This is an optimization exercise on Yosys and OpenROAD, whose aim is small area, not a production implementation. In this exercise RTL edits were held to simulation tests only and were not proved equivalent to the original. Power is estimated from default activity; no workload was simulated.

**design/flow/design.v**
```verilog
module rwc_encode (
    input  wire [63:0] val,
    input  wire [3:0]  kind,
    input  wire        int64_mode,
    input  wire        dec,          
    input  wire [22:0] nf,           
    input  wire [5:0]  nsh,
    output wire [22:0] nfo,          
    output wire [63:0] w,
    output wire        sat
);
    wire        s    = val[63];
    wire [10:0] e    = val[62:52];
    wire [51:0] f    = val[51:0];
    wire        e_nz  = (e != 11'd0);
    wire        f_nz  = (f != 52'd0);
    wire        e_max = (e == 11'h7ff);
    wire        nan   = e_max & f_nz;
    wire [22:0] nfr;
    genvar j;
    generate
        for (j = 0; j < 23; j = j + 1) begin : g_nfr
            assign nfr[j] = nf[22-j];
            assign nfo[j] = v[63-j];
        end
    endgenerate
    wire [52:0] mant  = {dec ? nfr : {e_nz, f[51:30]}, f[29:0]};
    wire k_bool = kind[3];
    wire k_f32  = !kind[3] && (kind[2:0] == 3'd6);
    wire k_f64  = !kind[3] && (kind[2:0] == 3'd7);
    wire k_i64  = !kind[3] && (kind[2:1] == 2'b10);
    wire is_leg = k_i64 & !int64_mode;
    wire is_int = !kind[3] & (!kind[2] | (k_i64 & int64_mode));
    wire sgn    = !kind[0];
    wire w16    = (kind[2:1] == 2'b00);
    wire w32    = (kind[2:1] == 2'b01);
    wire ao38 = (&f[51:38]) & (|f[37:0]);
    wire ao37 = (&f[51:37]) & (|f[36:0]);
    wire ao22 = (&f[51:22]) & (|f[21:0]);
    wire ao21 = (&f[51:21]) & (|f[20:0]);
    reg over_t, under_t;
    always @* begin
        case ({w32, w16, sgn})
            3'b011:  begin over_t = (e >= 11'd1038) | ((e == 11'd1037) & ao38);
                           under_t = (e >= 11'd1039) | ((e == 11'd1038) & f_nz); end
            3'b010:  begin over_t = (e >= 11'd1039) | ((e == 11'd1038) & ao37);
                           under_t = e_nz | f_nz; end
            3'b101:  begin over_t = (e >= 11'd1054) | ((e == 11'd1053) & ao22);
                           under_t = (e >= 11'd1055) | ((e == 11'd1054) & f_nz); end
            3'b100:  begin over_t = (e >= 11'd1055) | ((e == 11'd1054) & ao21);
                           under_t = e_nz | f_nz; end
            3'b001:  begin over_t = (e >= 11'd1086);
                           under_t = (e >= 11'd1087) | ((e == 11'd1086) & f_nz); end
            default: begin over_t = (e >= 11'd1087);
                           under_t = e_nz | f_nz; end
        endcase
    end
    wire over  = !s & over_t & !nan;
    wire under =  s & under_t & !nan;
    assign sat = (is_int | is_leg) & (nan | over | under);
    wire e_ge_1075 = (e >= 11'd1075);
    wire e_lt_1022 = (e <  11'd1022);
    wire e_eq_1022 = (e == 11'd1022);
    wire e_ge_897  = (e >= 11'd897);
    wire e_lt_873  = (e <  11'd873);
    wire e_ge_1151 = (e >= 11'd1151);
    wire [5:0] p6  = (k_f32 ? 6'd30 : 6'd51) - e[5:0];    
    wire [5:0] pos = (k_f32 & e_ge_897) ? 6'd29 : p6;
    wire force0 = dec | k_f64 | (!k_f32 & e_ge_1075);     
    wire force1 = !dec & !k_f64 & (k_f32 ? e_lt_873 : e_lt_1022);  
    wire [54:0] th;                                       
    generate
        for (j = 0; j < 54; j = j + 1) begin : g_th
            assign th[j] = force1 | (!force0 & (pos > j));
        end
    endgenerate
    assign th[54] = 1'b0;
    wire [54:0] mm = {2'b00, mant};
    wire [63:0] mx = {11'd0, mant};
    wire [63:0] mr = {10'd0, mant, 1'b0};
    wire lsb    = mx[pos];
    wire rbit   = mr[pos] & !force0 & !force1;
    wire sticky = |(mant & th[53:1]);
    wire inc    = rbit & (sticky | lsb);
    wire        S   = s & is_int & !dec;
    wire [55:0] c;
    wire [54:0] z;
    assign c[0] = S ^ inc;
    generate
        for (j = 0; j < 55; j = j + 1) begin : g_chain
            wire t = mm[j] ^ S;
            assign c[j+1] = c[j] & (th[j] | t);
            assign z[j]   = !th[j] & (t ^ c[j]);
        end
    endgenerate
    wire cy = z[53];                                      
    wire e_eq_873 = (e == 11'd873);
    wire f_sub    = k_f32 & !e_ge_897;
    wire [5:0]  amt = dec ? nsh : (is_int | f_sub) ? ((is_int ? 6'd62 : 6'd41) - e[5:0]) :
                      (k_f32 ? 6'd40 : 6'd11);
    wire signed [65:0] zx = {z, 11'd0};
    wire signed [65:0] vs = zx >>> amt;
    wire [63:0] v = vs[63:0];
    wire pm1   = e_eq_1022 & !under;                      
    wire ovr   = nan | over | under | e_eq_1022;
    wire k_gen = over | (pm1 & f_nz & s);
    wire k_top = (over & !sgn) | (under & sgn) | (pm1 & f_nz & s);
    wire [63:0] kv;
    assign kv[0]     = over | (pm1 & f_nz);
    assign kv[14:1]  = {14{k_gen}};
    assign kv[15]    = w16 ? k_top : k_gen;
    assign kv[30:16] = {15{k_gen}};
    assign kv[31]    = kind[2] ? k_gen : k_top;
    assign kv[62:32] = {31{k_gen}};
    assign kv[63]    = k_top;
    wire        lov = is_leg & (nan | over | under | e_lt_1022 | (e_eq_1022 & !f_nz));
    wire [11:0] lk  = over  ? (sgn ? 12'h43e : 12'h43f) :
                      (under & sgn) ? 12'hc3e : 12'h000;
    wire        fov = nan | e_max | e_ge_1151 | e_eq_873;
    wire [31:0] fk  = nan ? 32'h7fc0_0000 :
                      (e_max | e_ge_1151) ? {s, 8'hff, 23'd0} : {s, 30'd0, f_nz};
    wire bnz = e_nz | f_nz;
    wire use_k = (is_int & ovr) | lov | (k_f32 & fov) | k_bool;
    wire [63:0] kk = is_int ? kv :
                     k_f32  ? {32'd0, fk} :
                     k_bool ? {63'd0, bnz} : {lk, 52'd0};
    wire [10:0] ep  = e + {10'd0, cy};
    wire [7:0]  e8  = ep[7:0] ^ 8'h80;
    wire        b64 = is_leg | k_f64;
    wire [63:0] vv;
    assign vv[22:0]  = v[22:0];
    assign vv[30:23] = (k_f32 & e_ge_897) ? e8 : v[30:23];
    assign vv[31]    = k_f32 ? s : v[31];
    assign vv[51:32] = v[51:32];
    assign vv[62:52] = b64 ? ep : v[62:52];
    assign vv[63]    = b64 ? s : v[63];
    assign w = use_k ? kk : vv;
endmodule
module rwc_f32_to_f64 (
    input  wire [31:0] b,
    input  wire [4:0]  lz,       
    input  wire [22:0] fn,       
    output reg  [63:0] d
);
    wire        s = b[31];
    wire [7:0]  e = b[30:23];
    wire [22:0] f = b[22:0];
    always @* begin
        if (e == 8'hff) begin
            if (f != 23'd0)
                d = 64'h7ff8_0000_0000_0000;
            else
                d = {s, 11'h7ff, 52'd0};
        end else if (e == 8'd0) begin
            if (f == 23'd0)
                d = {s, 63'd0};
            else
                d = {s, 11'd896 - {6'd0, lz}, fn, 29'd0};
        end else begin
            d = {s, e[7], {3{!e[7]}}, e[6:0], f, 29'd0};
        end
    end
endmodule
module rwc_codec (
    input  wire        clk,
    input  wire        rst_n,
    input  wire        in_valid,
    input  wire [31:0] cmd,
    input  wire        int64_mode,
    input  wire [8:0]  raw_len,
    input  wire [63:0] win,
    input  wire [63:0] val,
    output reg         out_valid,
    output wire [3:0]  status,       
    output wire        res_we,
    output wire [63:0] res,
    output wire [2:0]  res_type,
    output wire        out_we,
    output wire [2:0]  out_len,
    output wire [63:0] out_units
);
    wire [3:0] op   = cmd[3:0];
    wire [3:0] kind = cmd[7:4];
    wire       bo   = cmd[8];
    wire [1:0] wo   = cmd[10:9];
    wire [7:0] off  = cmd[23:16];
    wire hdr_ok = (cmd[15:11] == 5'd0) && (cmd[31:24] == 8'd0) &&
                  (!kind[3] || (kind[2:0] == 3'd0));
    wire is_nop = (cmd == 32'd0);
    wire is_dec = hdr_ok && (op == 4'h1);
    wire is_enc = hdr_ok && (op == 4'h2) && (off == 8'd0);
    wire is_ill = !(is_nop || is_dec || is_enc);
    wire k_bool = kind[3];
    wire k_f32  = !kind[3] && (kind[2:0] == 3'd6);
    wire k_f64  = !kind[3] && (kind[2:0] == 3'd7);
    wire k_i64  = !kind[3] && (kind[2:1] == 2'b10);       
    wire k1     = kind[3] || (kind[2:1] == 2'b00);
    wire k2     = !kind[3] && ((kind[2:1] == 2'b01) || (kind[2:0] == 3'd6));
    wire k4     = !k1 && !k2;
    wire k_sgn  = !kind[0];                               
    wire [7:0] base = k_bool ? 8'd0 : off;
    wire [9:0] dlen = {1'b0, raw_len} - {2'b00, base};    
    wire       dneg = dlen[9];
    wire       dsml = (dlen[8:2] == 7'd0);
    wire [3:0] miss;
    assign miss[0] = dneg | (dsml & (dlen[1:0] == 2'd0));
    assign miss[1] = dneg | (dsml & (dlen[1] == 1'b0));
    assign miss[2] = dneg | (dsml & (dlen[1:0] != 2'd3));
    assign miss[3] = dneg | dsml;
    wire short = k1 ? miss[0] : k2 ? miss[1] : miss[3];
    wire [15:0] u0 = miss[0] ? 16'h0000 : win[15:0];
    wire [15:0] u1 = miss[1] ? 16'h0000 : win[31:16];
    wire [15:0] b0 = wo[1] ? {u0[7:0], u0[15:8]} : u0;
    wire [15:0] b1 = wo[1] ? {u1[7:0], u1[15:8]} : u1;
    wire [31:0] fw = (wo[0] ^ bo) ? {b1, b0} : {b0, b1};
    wire [22:0] df = fw[22:0];
    reg  [4:0]  dlz;
    integer i;
    always @* begin
        dlz = 5'd23;
        for (i = 0; i < 23; i = i + 1)
            if (df[i]) dlz = 5'd22 - i[4:0];
    end
    wire [63:0] enc_w;
    wire        enc_sat;
    wire [22:0] nfn;
    wire dec_sel = op[0];             
    rwc_encode u_enc (
        .val(val), .kind(kind), .int64_mode(int64_mode),
        .dec(dec_sel), .nf(df), .nsh({1'b0, dlz} + 6'd1), .nfo(nfn),
        .w(enc_w), .sat(enc_sat)
    );
    wire [63:0] x_in;
    genvar g;
    generate
        for (g = 0; g < 4; g = g + 1) begin : g_in
            assign x_in[16*g +: 16] = dec_sel ? (miss[g] ? 16'h0000 : win[16*g +: 16])
                                              : enc_w[16*g +: 16];
        end
    endgenerate
    wire sw   = wo[1] & !k1;          
    wire arev = wo[0] ^ bo;           
    wire [15:0] a0 = sw ? {x_in[ 7: 0], x_in[15: 8]} : x_in[15: 0];
    wire [15:0] a1 = sw ? {x_in[23:16], x_in[31:24]} : x_in[31:16];
    wire [15:0] a2 = sw ? {x_in[39:32], x_in[47:40]} : x_in[47:32];
    wire [15:0] a3 = sw ? {x_in[55:48], x_in[63:56]} : x_in[63:48];
    wire [15:0] y0 = (k4 & !arev) ? a3 : (k2 & !arev) ? a1 : a0;
    wire [15:0] y1 = (k4 & !arev) ? a2 : arev ? a1 : a0;
    wire [15:0] y2 = arev ? a2 : a1;
    wire [15:0] y3 = arev ? a3 : a0;
    wire [63:0] y  = {y3, y2, y1, y0};
    wire [63:0] f32_as_f64;
    rwc_f32_to_f64 u_cvt32to64 (.b(y[31:0]), .lz(dlz), .fn(nfn), .d(f32_as_f64));
    wire d_ext16 = k1;                                    
    wire d_ext32 = !kind[3] && (kind[2:1] == 2'b01);      
    wire d_sgn   = k_sgn & !kind[3];
    wire ext16   = d_sgn & y[15];
    wire ext32   = d_sgn & y[31];
    wire bool_nz = (y[15:0] != 16'h0000);
    reg [63:0] dec_res;
    always @* begin
        if (k_f32)
            dec_res = f32_as_f64;
        else if (k_bool)
            dec_res = {63'd0, bool_nz};
        else if (d_ext16)
            dec_res = {{48{ext16}}, y[15:0]};
        else if (d_ext32)
            dec_res = {{32{ext32}}, y[31:0]};
        else
            dec_res = y;
    end
    wire [63:0] r_next = dec_sel ? dec_res : y;
    reg [2:0] dec_type;
    always @* begin
        if (k_bool)                  dec_type = 3'd4;
        else if (k_f32 | k_f64)      dec_type = 3'd3;
        else if (k_i64 & !int64_mode) dec_type = 3'd3;
        else if (kind[0])            dec_type = 3'd2;
        else                         dec_type = 3'd1;
    end
    wire [2:0] klen = {k4, k2, k1};
    reg [63:0] q_r;
    reg        q_dec, q_enc, q_flag;
    reg [2:0]  q_t;
    always @(posedge clk) begin
        if (!rst_n)
            out_valid <= 1'b0;
        else
            out_valid <= in_valid;
    end
    always @(posedge clk) begin
        q_r    <= r_next;
        q_dec  <= is_dec;
        q_enc  <= is_enc;
        q_flag <= is_ill | (is_dec & short) | (is_enc & enc_sat);
        q_t    <= dec_sel ? dec_type : klen;
    end
    assign res       = q_r;
    assign out_units = q_r;
    assign res_type  = q_t;
    assign out_len   = q_t;
    assign res_we    = q_dec;
    assign out_we    = q_enc;
    assign status    = {q_enc & q_flag, 1'b0, q_dec & q_flag, !q_dec & !q_enc & q_flag};
endmodule
```
**design/flow/flow/run.sh**
```bash
#!/bin/bash
# Layout flow: the standard ORFS flow with two changes.
#  1. Synthesis is the standard synthesis script (synth_recipe.tcl and ORFS's
#     synth.tcl) except for the ABC script used for technology mapping of the
#     combinational logic: flow/area.abc (AIG optimisation with &deepsyn, then
#     area-recovering &nf mapping) instead of ORFS's abc_area.script.
#     Registers are mapped by the same dfflibmap step, so their names and cells
#     are those of the standard synthesis.
#  2. Ports are buffered with sky130_fd_sc_hd__buf_1 (every input and output
#     still gets its buffer, as in the standard flow).
# Each tool's output is in the ORFS logs under orfs/logs/, and make's in flow.log.
set -euo pipefail
W=$(pwd)
F=$W/flow
sed 's#^\(\s*\)log_cmd abc {\*}\$abc_args#\1log_cmd abc -script '"$F"'/area.abc {*}[lrange $abc_args 2 end]#' \
    "$FLOW_HOME/scripts/synth.tcl" > "$W/synth_mod.tcl"
grep -q "area.abc" "$W/synth_mod.tcl"
sed 's#\$::env(SCRIPTS_DIR)/synth.tcl#'"$W"'/synth_mod.tcl#' synth_recipe.tcl > "$W/my_synth.tcl"
grep -q "synth_mod.tcl" "$W/my_synth.tcl"
sed 's#SYNTH_SCRIPT=[^ ]*#SYNTH_SCRIPT='"$W"'/my_synth.tcl#' standard.sh > "$W/my_standard.sh"
grep -q "my_synth.tcl" "$W/my_standard.sh"
export BUFFER_PORTS_ARGS="-buffer_cell sky130_fd_sc_hd__buf_1"
bash "$W/my_standard.sh" "$@" > "$W/flow.log" 2>&1
```
**design/flow/flow/area.abc**
```
strash
&get -n
&fraig -x
&put
scorr
dc2
strash
&get -n
&deepsyn -T 120
&put
&get -n
&dch -f
&nf -R 1000 -F 8 -A 4 -C 32
&put
```
**design/flow/standard.sh**
```bash
#!/bin/bash
# synth_recipe.tcl (not shown) runs the flow's synth.tcl, then flattens the netlist and writes it again
# the make line also repeats each setting of config.mk as NAME=value (left out here)
make -C /OpenROAD-flow-scripts/flow DESIGN_CONFIG=/design/flow/config.mk WORK_HOME=/design/flow/orfs CLKGATE_MAP_FILE= SYNTH_SCRIPT=/design/flow/synth_recipe.tcl "${@:-finish}"
```
**design/flow/config.mk**
```make
export PLATFORM = sky130hd
export DESIGN_NAME = rwc_codec
export DESIGN_NICKNAME = rwc_codec
export VERILOG_FILES = /design/flow/design.v
export SDC_FILE = /design/flow/constraint.sdc
export NUM_CORES = 4
export LEC_CHECK = 0
export ABC_AREA = 1
export CAP_MARGIN = 20
export CORE_MARGIN = 2
export CORE_UTILIZATION = 45
export PLACE_DENSITY = 0.5
export SLEW_MARGIN = 20
```
**design/flow/constraint.sdc**
```tcl
create_clock -name core_clock -period 35.0 [get_ports {clk}]
set_input_delay 7.0000 -clock core_clock [delete_from_list [all_inputs] [get_ports {clk}]]
set_output_delay 7.0000 -clock core_clock [all_outputs]
set_load 0.01 [all_outputs]
```
==> flow_summary.ini, run 1 <==
[clock_network]
root_buffer = clkbuf_16
clock_sinks = 71
cts_resized = 0
hold_buffers = 0
cts_buffers = 9
clk_pin_slew_ns = 0.06
postCtsSetupBuffers = 0
h-tree-depth = 3
cts_tree = done
clock_path_buffers = 2

[global_route]
grt_remaining_overflow = 0
grt_use_total = 0.502
antenna_found_initial = 1
grt_pass1_vias = 18883
grt_max_degree = 82
grt_pass1_wl_um = 119000

[timing]
finalHoldViolations = 0
finalCritPeriodShare = 0.876
drv_slew = 0
fin_tns_setup_ns = 0
whs_ns = 6.90
worst_pin_slew_ns = 1.21
slew-limit-headroom = 0.184
setup_violations = 0
finalCriticalPeriod_ns = 30.65
rsz0062_at_grt = false
fmax_mhz = 32.6

[synth]
yosys_warnings = 3
syn_area_per_cell_um2 = 6.27
synth_seq_cells = 71
synth-edff-count = 0
synth_flop_cell = dfxtp_1
yosysSeqAreaShare = 0.104
synthArstFlopShare = 0
ys_types = 62
syn_nets = 2373
syn_inst = 2181
synthesis.area_mm2 = 0.0137

[final_layout]
drive_gt1_frac = 0.0321
final_cell_mix = buf_1, nand2_1, nor2_1
nets = 2681
fin_area_mm2 = 0.0156
finalNonFillerCells = 2885
final_common_cell = buf_1
syn2layout_area_growth_pct = 14.2

[worst_setup_path]
critPathLaunchType = input pin
critPathBufInv = 4
slowest_delay_ns = 1.04
worstPathMaxFanout = 25
cp_common_cell = o21ai_0
endpoint_kind = flop
path_class = in2reg
path_depth = 98
worst-endpoint-required_ns = 35.22
critical-path-top-delay-family = compound AO/OA/AOI/OAI gates
critical_path_arrival_ns = 30.87
cp_slowest_cell = a221oi_1

[detailed_routing]
routed_wl_um = 81800
drt_iter0_markers = 3478
post_drt_via_cell_ratio = 7.12
vias = 20532
antenna_left = 0
firstDrtPassIters = 11
avgRoutedWirePerCell_um = 28.4
drcViolationCount = 0

[placement]
dpl.hpwl_um = 66400
port_buffers = 312
gp_congestion = 1.14
placed_area_mm2 = 0.0153
place_inst = 2868

[pwr]
ir_worst_vdd_mv = 0.0261
p_per_area_mw_per_mm2 = 46.3
total_power_w = 0.000723
p_leak_nw = 5.71

[die]
die_y_um = 178
core.rowCount = 63
core_region_area_mm2 = 0.0298
start_util = 0.459
dieArea_mm2 = 0.0318
fp.dieW_um = 178
io_pins = 314

[outcome]
outcome = complete, no violations

[min_path]
min_from = in_valid
hold_class = in2reg
hold_depth = 2
min_to = out_valid

[job]
drv_cap = 0
## report_power, final
| group | internal (W) | switching [W] |
|---|---|---|
| clock network | 0.0000574 | 0.0000349 |
| registers | 0.0000967 | 0.00000836 |
| logic | 0.000153 | 0.000372 |
## through the flow
step	util	setup slack [ns]
2_1_floorplan	-	9.83
3_3_place_gp	0.514	4.99
3_5_place_dp	0.514	4.91
4_1_cts	0.524	5.15
5_1_grt	0.524	2.54
6_report	0.524	4.35
## area by class of cell
| cell class | instances | area, µm² |
|---|---|---|
| inverter | 69 | 259 |
| tap | 390 | 488 |
| multi-input combinational | 1973 | 11600 |
| fill | 3196 | 14200 |
| clock buffer | 10 | 239 |
| sequential | 71 | 1420 |
| clock inverter | 6 | 68.8 |
| antenna | 1 | 2.50 |
| timing repair buffer | 365 | 1570 |
## per-layer routing
layer  GRT usage  routed length (µm)  vias to the layer above
met5           0                   0                        -
li1            -                   -                     8844
met3       0.107                9750                      561
met2       0.788               35300                     1833
met4       0.482                9770                        0
met1       0.558               27000                     9294
## synth_stat cells (23+ instances only)
master / instances / area share
a21oi_1: 269 / 0.098
a221oi_1: 23 / 0.015
a222oi_1: 36 / 0.026
a31oi_1: 37 / 0.017
and2_0: 24 / 0.011
buf_4: 68 / 0.037
clkinv_1: 69 / 0.019
dfxtp_1: 71 / 0.10
mux2_1: 25 / 0.021
mux2i_1: 102 / 0.075
nand2_1: 310 / 0.085
nand2b_1: 35 / 0.016
nand3_1: 49 / 0.018
nand4_1: 24 / 0.011
nor2_1: 310 / 0.085
nor3_1: 37 / 0.014
o21ai_0: 253 / 0.093
o221ai_1: 31 / 0.020
o22ai_1: 49 / 0.022
xnor2_1: 33 / 0.021
xor2_1: 35 / 0.022
## how the worst max path moves through the flow
stage	startpoint	end	slack (ns)
after floorplan	cmd[7]	q_r[43]	9.83
after global placement	cmd[7]	q_r[50]	4.99
after detailed placement	cmd[7]	q_r[43]	4.91
after CTS	cmd[7]	q_r[43]	5.15
after global routing	cmd[7]	q_r[43]	2.54
final	cmd[7]	q_r[43]	4.35
## flip-flops by register name, summed over array words and instances (netlist names)
register	flops
q_r	64
q_t	3
out_valid	1
q_dec	1
q_flag	1
q_enc	1
## cells by family (layout without fill, tap and decap cells)
kind of cell / count (synthesis) / in the layout / synth area share
adders and majority gates: 19 / 19 / 0.0185
AOI/OAI and AO/OA: 873 / 873 / 0.396
and+or+nand+nor: 885 / 885 / 0.286
other: 1 / 2 / 0.000274
DFF: 71 / 71 / 0.104
xor gates and xnor gates: 68 / 68 / 0.0435
buffers and inverters: 137 / 450 / 0.0562
muxes: 127 / 127 / 0.0952
==> inputs of run 2 (changes only) <==
--- a/design/flow/design.v
+++ b/design/flow/design.v
@@ -271,18 +271,18 @@
             dec_res = y;
     end
     wire [63:0] r_next = dec_sel ? dec_res : y;
-    reg [2:0] dec_type;
+    reg [1:0] dec_t;
     always @* begin
-        if (k_bool)                  dec_type = 3'd4;
-        else if (k_f32 | k_f64)      dec_type = 3'd3;
-        else if (k_i64 & !int64_mode) dec_type = 3'd3;
-        else if (kind[0])            dec_type = 3'd2;
-        else                         dec_type = 3'd1;
+        if (k_bool)                   dec_t = 2'd3;       
+        else if (k_f32 | k_f64)       dec_t = 2'd2;       
+        else if (k_i64 & !int64_mode) dec_t = 2'd2;       
+        else if (kind[0])             dec_t = 2'd1;       
+        else                          dec_t = 2'd0;       
     end
-    wire [2:0] klen = {k4, k2, k1};
+    wire [1:0] len_t = k4 ? 2'd3 : k2 ? 2'd1 : 2'd0;
     reg [63:0] q_r;
     reg        q_dec, q_enc, q_flag;
-    reg [2:0]  q_t;
+    reg [1:0]  q_t;
     always @(posedge clk) begin
         if (!rst_n)
             out_valid <= 1'b0;
@@ -294,12 +294,13 @@
         q_dec  <= is_dec;
         q_enc  <= is_enc;
         q_flag <= is_ill | (is_dec & short) | (is_enc & enc_sat);
-        q_t    <= dec_sel ? dec_type : klen;
+        q_t    <= dec_sel ? dec_t : len_t;
     end
     assign res       = q_r;
     assign out_units = q_r;
-    assign res_type  = q_t;
-    assign out_len   = q_t;
+    wire [2:0] q_t3 = {q_t[1] & q_t[0], q_t[1] ^ q_t[0], !q_t[0]};
+    assign res_type  = q_t3;
+    assign out_len   = q_t3;
     assign res_we    = q_dec;
     assign out_we    = q_enc;
     assign status    = {q_enc & q_flag, 1'b0, q_dec & q_flag, !q_dec & !q_enc & q_flag};
--- a/design/flow/flow/run.sh
+++ b/design/flow/flow/run.sh
@@ -3,7 +3,7 @@
 #  1. Synthesis is the standard synthesis script (synth_recipe.tcl and ORFS's
 #     synth.tcl) except for the ABC script used for technology mapping of the
 #     combinational logic: flow/area.abc (AIG optimisation with &deepsyn, then
-#     area-recovering &nf mapping) instead of ORFS's abc_area.script.
+#     area-oriented amap mapping) instead of ORFS's abc_area.script.
 #     Registers are mapped by the same dfflibmap step, so their names and cells
 #     are those of the standard synthesis.
 #  2. Ports are buffered with sky130_fd_sc_hd__buf_1 (every input and output
==> design/flow/flow/area.abc (replaced) <==
strash
&get -n
&fraig -x
&put
scorr
dc2
strash
&get -n
&deepsyn -T 240
&put
strash
dch -f
amap -F 4 -A 8
==> flow_summary.ini, run 2 <==
[final_layout]
final_common_cell = nor2_1
final_cell_mix = nor2_1, buf_1, clkinv_1
fill_cells = 3059
multi_input_area_mm2 = 0.0101
drive_gt1_frac = 0.0341
largest_reg_flops = 64
final_util = 0.524
top_regs = q_r (64), q_t (2)
syn2layout_area_growth_pct = 15.0
regArea_mm2 = 0.00140
regMostFlops = q_r
nets = 2653

[global_route]
grt_max_degree = 58
grt_pass1_vias = 18707
antenna_found_initial = 1
grt_pass1_wl_um = 117000
grt_use_total = 0.502
grt_remaining_overflow = 0

[placement]
port_buffers = 312
gp_congestion = 1.18
dpl.hpwl_um = 64600

[timing]
fin_tns_setup_ns = 0
fmax_mhz = 31.9
finalHoldViolations = 0
finalCriticalPeriod_ns = 31.30
setup_violations = 0
slew-limit-headroom = 0.171
drv_slew = 0
worst_pin_slew_ns = 1.23
rsz0062_at_grt = false
finalCritPeriodShare = 0.894

[min_path]
hold_class = in2reg
hold_depth = 2
min_from = in_valid
min_to = out_valid

[clock_network]
cts_tree = done
hold_buffers = 0
cts_buffers = 9
clock_path_buffers = 2
clk_pin_slew_ns = 0.06
root_buffer = clkbuf_16
cts_resized = 0
h-tree-depth = 3
clock_sinks = 70
postCtsSetupBuffers = 0

[die]
die_y_um = 174
start_util = 0.456
core_region_area_mm2 = 0.0286
io_pins = 314
fp.dieW_um = 174
dieArea_mm2 = 0.0304
core.rowCount = 62

[detailed_routing]
antenna_left = 0
avgRoutedWirePerCell_um = 28.3
drt_iter0_markers = 5225
firstDrtPassIters = 17
post_drt_via_cell_ratio = 7.41
drcViolationCount = 0
vias = 21122
routed_wl_um = 80800

[synth]
synth_flop_cell = dfxtp_1
yosys_warnings = 3
synth_common_cells = nor2_1, clkinv_1, o22ai_1
synth-edff-count = 0
syn_inst = 2146
synth_seq_cells = 70
yosysTopAreaCell = o22ai_1
synthArstFlopShare = 0
yosys-top-cells-area = o22ai_1, dfxtp_1, nor2_1
synthesis.area_mm2 = 0.0130
synth.most_common_cell = nor2_1
yosysTopAreaCellShare = 0.135
yosysSeqAreaShare = 0.107
syn_area_per_cell_um2 = 6.08
ys_types = 52
syn_nets = 2339

[job]
drv_cap = 0

[worst_setup_path]
endpoint_kind = flop
critPathBufInv = 30
slowest_delay_ns = 0.80
cp_common_cell = o21ai_0
critPathLaunchType = input pin
startpoint = cmd[6]
worst-endpoint-required_ns = 35.10
worstPathMaxFanout = 16
path_class = in2reg
cp_slowest_cell = o22ai_1
critical_path_arrival_ns = 31.40
critical-path-top-delay-family = compound AO/OA/AOI/OAI gates

[outcome]
outcome = complete, no violations

[pwr]
p_leak_nw = 4.76
p_per_area_mw_per_mm2 = 47.6
ir_worst_vdd_mv = 0.0290
## run 2: cell types whose count changed after synthesis, moves of 25 or more
cell and delta:
a21oi_1 -140, o21a_1 +26, nand2b_1 -33, nand3_1 -30, xor2_1 -35, o22ai_1 +233, mux2i_1 -102, nand2_1 -214
clkinv_1 +233, mux2_1 -25, o22a_1 +63, nor2_1 +48, xnor2_1 -33
## run 2: where the power goes
part | internal (W) | switching [W]
clock | 0.0000547 | 0.0000371
combinational | 0.000153 | 0.000366
sequential | 0.0000951 | 0.00000795
## run 2: layer usage
metal / track usage / vias up / wire length, µm
met5: 0 / - / 33
met4: 0.193 / 2 / 4850
met1: 0.654 / 9542 / 30100
li1: - / 8958 / -
met2: 0.707 / 2151 / 30900
met3: 0.246 / 469 / 14900
## run 2: how the worst max path moves through the flow
| stage | slack [ns] | end | cells past startpoint |
|---|---|---|---|
| after floorplan | 6.93 | q_r[35] | 109 |
| after global placement | 5.74 | q_r[50] | 124 |
| after detailed placement | 5.41 | q_r[55] | 126 |
| after CTS | 5.59 | q_r[55] | 126 |
| after global routing | 2.02 | q_r[55] | 126 |
| final | 3.70 | q_r[57] | 125 |
## run 2: kinds of logic after synthesis
logic type	Yosys count	synth area share
AO/OA/AOI/OAI	1053	0.535
AND/OR/NAND/NOR	632	0.210
buffers and inverters	370	0.126
adder cells (fa/ha/maj)	20	0.0203
flip-flops	70	0.107
other	1	0.000288
## run 2: cell type report
cell class              instances  share of cell area
clock buffers                   9              0.0150
well taps                     384              0.0320
clock inverters                 6             0.00425
inverters                     302              0.0756
multi-input cells            1706               0.672
diodes                          3            0.000501
repair buffers                371               0.108
flip-flops and latches         70              0.0934
## run 2: per-stage QoR
| step | hold slack [ns] | worst slack, ns | area [µm²] | power (W) | std cells |
|---|---|---|---|---|---|
| after floorplan | 7.10 | 6.93 | 13000 | 0.000419 | 2146 |
| after global placement | 7.20 | 5.74 | 14700 | 0.000587 | 2832 |
| after detailed placement | 7.20 | 5.41 | 14700 | 0.000582 | 2833 |
| after CTS | 6.87 | 5.59 | 15000 | 0.000675 | 2848 |
| after global routing | 6.88 | 2.02 | 15000 | 0.000733 | 2848 |
| final | 6.87 | 3.70 | 15000 | 0.000714 | 2851 |
==> inputs of run 3 (changes only) <==
--- a/design/flow/config.mk
+++ b/design/flow/config.mk
@@ -9,5 +9,6 @@
 export CAP_MARGIN = 20
 export CORE_MARGIN = 2
 export CORE_UTILIZATION = 45
+export CTS_BUF_LIST = sky130_fd_sc_hd__clkbuf_2 sky130_fd_sc_hd__clkbuf_4 sky130_fd_sc_hd__clkbuf_8
 export PLACE_DENSITY = 0.5
 export SLEW_MARGIN = 20
==> flow_summary.ini, run 3 <==
[detailed_routing]
drt_iter0_markers = 4613
firstDrtPassIters = 11
antenna_left = 0
avgRoutedWirePerCell_um = 30.0
vias = 21422
routed_wl_um = 85100
drcViolationCount = 0
post_drt_via_cell_ratio = 7.54

[pwr]
ir_worst_vdd_mv = 0.0186
p_leak_nw = 4.68
p_per_area_mw_per_mm2 = 46.9
total_power_w = 0.000693

[synth]
synth.most_common_cell = nor2_1
syn_area_per_cell_um2 = 6.04
synth_seq_cells = 70
synth_common_cells = nor2_1, clkinv_1, o22ai_1
synthesis.area_mm2 = 0.0130
synthArstFlopShare = 0
yosys-top-cells-area = o22ai_1, dfxtp_1, nor2_1
yosysTopAreaCellShare = 0.138
syn_nets = 2339
synth_xor_area_frac = 0.00135
synth-compound-area-share = 0.536
synth_flop_cell = dfxtp_1
synth-edff-count = 0
ys_types = 55
yosysSeqAreaShare = 0.108
synthMuxAreaShare = 0
yosysTopAreaCell = o22ai_1
synth_top_family_by_area = compound AO/OA/AOI/OAI gates
yosys.area_share.adder = 0.0204
synthSimpleGateAreaFrac = 0.209
yosys_warnings = 3
syn_inst = 2146

[die]
core_region_area_mm2 = 0.0285
core.rowCount = 62
io_pins = 314
start_util = 0.454
fp.dieW_um = 174
die_y_um = 174
dieArea_mm2 = 0.0302

[worst_setup_path]
critical-path-top-delay-family = compound AO/OA/AOI/OAI gates
critPathBufInv = 25
cp_slowest_cell = nor2_1
slowest_delay_ns = 0.97
worstPathMaxFanout = 17
path_class = in2reg
endpoint_kind = flop
worst-endpoint-required_ns = 35.26
cp_common_cell = o21ai_0
path_depth = 120
critPathLaunchType = input pin
critical_path_arrival_ns = 32.56

[timing]
finalHoldViolations = 0
finalCritPeriodShare = 0.923
worst_pin_slew_ns = 1.22
drv_slew = 0
finalCriticalPeriod_ns = 32.30
rsz0062_at_grt = false
slew-limit-headroom = 0.186
fin_tns_setup_ns = 0
setup_violations = 0
fmax_mhz = 31.0

[final_layout]
fin_area_mm2 = 0.0148
drive_gt1_frac = 0.0306
final_cell_mix = nor2_1, buf_1, clkinv_1
final_util = 0.517
final_common_cell = nor2_1
nets = 2642
largest_reg_flops = 64
syn2layout_area_growth_pct = 13.8
regMostFlops = q_r
top_regs = q_r (64), q_t (2)

[clock_network]
cts_tree = done
clock_sinks = 70
root_buffer = clkbuf_8
clock_path_buffers = 2
clk_pin_slew_ns = 0.11
cts_resized = 0
hold_buffers = 0
h-tree-depth = 3
postCtsSetupBuffers = 0
cts_buffers = 9

[min_path]
hold_depth = 2
hold_class = in2reg

[placement]
gp_congestion = 1.22
placed_area_mm2 = 0.0145
dpl.hpwl_um = 67000
port_buffers = 312

[global_route]
grt_pass1_vias = 18777
grt_pass1_wl_um = 122000
grt_remaining_overflow = 0
grt_use_total = 0.533
grt_max_degree = 67
antenna_found_initial = 3

[job]
drv_cap = 0

[outcome]
outcome = complete, no violations
## run 3: cell types whose count changed after synthesis, moves of 10 or more
cell      change
nand2_1      +20
a221oi_1     +17
nor3_1       -10
o211ai_1     +10
a222oi_1     -17
a21oi_1      +16
o21a_1       -16
a31oi_1      -11
## run 3: metrics by stage
stage	setup WS, ns	hold slack (ns)	std cells
after floorplan	9.57	7.09	2146
after CTS	4.04	6.79	2838
after global routing	0.752	6.82	2838
after global placement	3.81	7.19	2822
final	2.70	6.80	2841
after detailed placement	3.74	7.21	2822
## run 3: cell families after synthesis
family,after synthesis
AOI/OAI and AO/OA,1057
xor gates and xnor gates,2
adders and majority gates,20
buffers and inverters,365
DFF,70
other,1
and+or+nand+nor,631
## run 3: final timing paths
path / startpoint / end / slack (ns)
max: cmd[6] / q_r[56] / 2.70
min: cmd[1] / q_dec / 6.80
## run 3: report_power, final
part	switching [W]	internal [W]
logic	0.000371	0.000146
clock network	0.0000396	0.0000332
registers	0.00000930	0.0000940
total	0.000420	0.000273
## run 3: layout make-up
type	instances	area, µm²
Multi-Input combinational cell	1711	10000
Clock inverter	7	73.8
Antenna cell	3	7.51
Sequential cell	70	1400
Inverter	297	1110
Tap cell	384	480
Clock buffer	9	124
Timing Repair Buffer	360	1530
Fill cell	3095	13800
## run 3: layer usage
layer,part of all wire,track usage
met1,0.35,0.646
met2,0.39,0.772
met3,0.17,0.209
met4,0.096,0.361
met5,0.0012,0.0337
==> inputs of run 4 (changes only) <==
==> design/flow/flow/area.abc (replaced) <==
strash
&get -n
&fraig -x
&put
scorr
dc2
strash
&get -n
&deepsyn -T 400
&put
strash
dch -f
amap -F 4 -A 8
==> flow_summary.ini, run 4 <==
[synth]
synth_seq_cells = 70
yosys-top-cells-area = o22ai_1, dfxtp_1, o21ai_0
synthArstFlopShare = 0
synth_common_cells = o22ai_1, nor2_1, clkinv_1
synth.most_common_cell = o22ai_1
synth_flop_cell = dfxtp_1
synthesis.area_mm2 = 0.0127
syn_inst = 2073
syn_nets = 2266
yosys_warnings = 3
yosysTopAreaCellShare = 0.161
syn_area_per_cell_um2 = 6.13
yosysTopAreaCell = o22ai_1
yosysSeqAreaShare = 0.110
synth-edff-count = 0
ys_types = 53

[worst_setup_path]
path_class = in2reg
endpoint_kind = flop
worstPathMaxFanout = 11
cp_slowest_cell = a222oi_1
slowest_delay_ns = 0.66
worst-endpoint-required_ns = 35.24
critical_path_arrival_ns = 33.32
startpoint = cmd[5]
critPathLaunchType = input pin

[clock_network]
h-tree-depth = 3
cts_buffers = 9
clock_path_buffers = 2
root_buffer = clkbuf_8
clk_pin_slew_ns = 0.10
cts_tree = done
hold_buffers = 0
clock_sinks = 70

[global_route]
grt_max_degree = 59
grt_pass1_wl_um = 121000
grt_remaining_overflow = 0
grt_pass1_vias = 18602
met2_usage = 0.758
grt_util_met3 = 0.300
use_met1 = 0.624
grt_use_total = 0.554
antenna_found_initial = 3
grt-busiest-layer = met2

[placement]
port_buffers = 312
placed_area_mm2 = 0.0143
gp_congestion = 1.19
dpl.hpwl_um = 65200
place_inst = 2748

[final_layout]
drive_gt1_frac = 0.0439
finalNonFillerCells = 2773
final_cell_mix = o22ai_1, buf_1, nor2_1
top_regs = q_r (64), q_t (2)
nets = 2582
final_common_cell = o22ai_1
regMostFlops = q_r
largest_reg_flops = 64
syn2layout_area_growth_pct = 15.5
fin_area_mm2 = 0.0147
final_util = 0.528
fill_cells = 2968

[pwr]
p_leak_nw = 4.52
ir_worst_vdd_mv = 0.0595
p_per_area_mw_per_mm2 = 46.4

[die]
start_util = 0.457
die_y_um = 172
core_region_area_mm2 = 0.0278
dieArea_mm2 = 0.0296
io_pins = 314
core.rowCount = 61
fp.dieW_um = 172

[detailed_routing]
antenna_left = 0
drcViolationCount = 0
routed_wl_um = 84700
avgRoutedWirePerCell_um = 30.5
vias = 21256
drt_iter0_markers = 4975
post_drt_via_cell_ratio = 7.67
firstDrtPassIters = 20

[timing]
setup_violations = 0
slew-limit-headroom = 0.163
fmax_mhz = 30.2
finalCriticalPeriod_ns = 33.08
drv_slew = 0
fin_tns_setup_ns = 0
finalHoldViolations = 0
whs_ns = 6.79
finalCritPeriodShare = 0.945
rsz0062_at_grt = false
worst_pin_slew_ns = 1.24

[min_path]
min_from = in_valid
hold_class = in2reg

[job]
drv_cap = 0

[outcome]
outcome = complete, no violations
-- run 4: path summary, 6_finish.rpt --
check | end | cells past startpoint
max | q_r[38] | 119
min | out_valid | 2
-- run 4: worst max-delay path: cells and delay by family --
kind	cells	cell delay (ns)
buf+inv	15	3.01
xor+xnor	3	0.64
fa+ha+maj	1	0.21
compound gates	66	16.05
simple gates	34	6.36
-- run 4: cells by family (layout without fill, tap and decap cells) --
group,Yosys count,in the layout,share of synthesized area
buffers and inverters,354,675,0.125
flip-flops,70,70,0.110
AND/OR/NAND/NOR,602,602,0.206
other,1,2,0.000295
adder cells (fa/ha/maj),20,20,0.0209
XOR/XNOR,3,3,0.00207
AO/OA/AOI/OAI,1023,1023,0.535
-- run 4: layer usage --
layer  part of all wire  vias to the layer above
li1                   -                     8763
met5             0.0019                        -
met3               0.18                      724
met2               0.37                     2316
met1               0.33                     9443
met4               0.11                       10
-- run 4: cell type report --
class,count,area [µm²],share of cell area
multi-input cells,1649,9860,0.672
clock buffers,9,124,0.00845
well taps,378,473,0.0322
diodes,1,2.50,0.000171
clock inverters,7,86.3,0.00589
flip-flops and latches,70,1400,0.0956
inverters,286,1080,0.0737
repair buffers,373,1640,0.112
-- run 4: per-stage QoR --
stage / setup WS, ns / total power (W)
after CTS: 1.67 / 0.000629
after global routing: 0.0158 / 0.000700
after detailed placement: 1.37 / 0.000554
after global placement: 2.09 / 0.000557
after floorplan: 7.16 / 0.000396
final: 1.92 / 0.000681
-- run 4: timing repair --
item                                    4_1_cts  5_1_grt
buffers inserted                              0        3
endpoints found under the setup margin        0       36
resized for setup                             0       17
-- run 4: report_power, final --
part           total (W)  internal [W]  switching, W
combinational   0.000502      0.000137      0.000365
clock          0.0000768     0.0000346     0.0000422
sequential      0.000102     0.0000942    0.00000778
total           0.000681      0.000266      0.000415

==> afterwards: timing with drivers on the ports <==
In the flow no input, the clock included, has a driving cell. The finished layouts below were timed again as built, in two steps.
Step 1 (the two cells are an assumption about what drives the block):
set clk [get_ports {clk}]
set_driving_cell -lib_cell sky130_fd_sc_hd__clkbuf_16 $clk
set_driving_cell -lib_cell sky130_fd_sc_hd__buf_2 [delete_from_list [all_inputs] $clk]
Step 2 adds t to the input delays and takes it off the output delays; t is the mean of the earliest and latest rising clock arrival at the registers after step 1. Input paths then give back, and output paths get back, about the clock's delay inside the block.
Slacks: ideal ports / drivers / drivers and shift; pairs: ideal ports / drivers.
run | t (ns) | setup slack, ns | hold WS [ns] | clock arrival spread, ns
run 1 | 0.374 | 4.351 / 4.367 / 3.992 | 6.901 / 6.880 / 7.254 | 0.009 / 0.009
run 2 | 0.369 | 3.699 / 3.711 / 3.342 | 6.867 / 6.855 / 7.225 | 0.008 / 0.007
run 3 | 0.446 | 2.695 / 2.711 / 2.266 | 6.797 / 6.781 / 7.226 | 0.030 / 0.031
run 4 | 0.426 | 1.924 / 1.938 / 1.511 | 6.794 / 6.771 / 7.197 | 0.019 / 0.019
After both steps setup and hold are still met in every run listed. The setup slack of run 3, which loses most, moves by +0.016 ns with the drivers and by -0.429 ns with both steps.
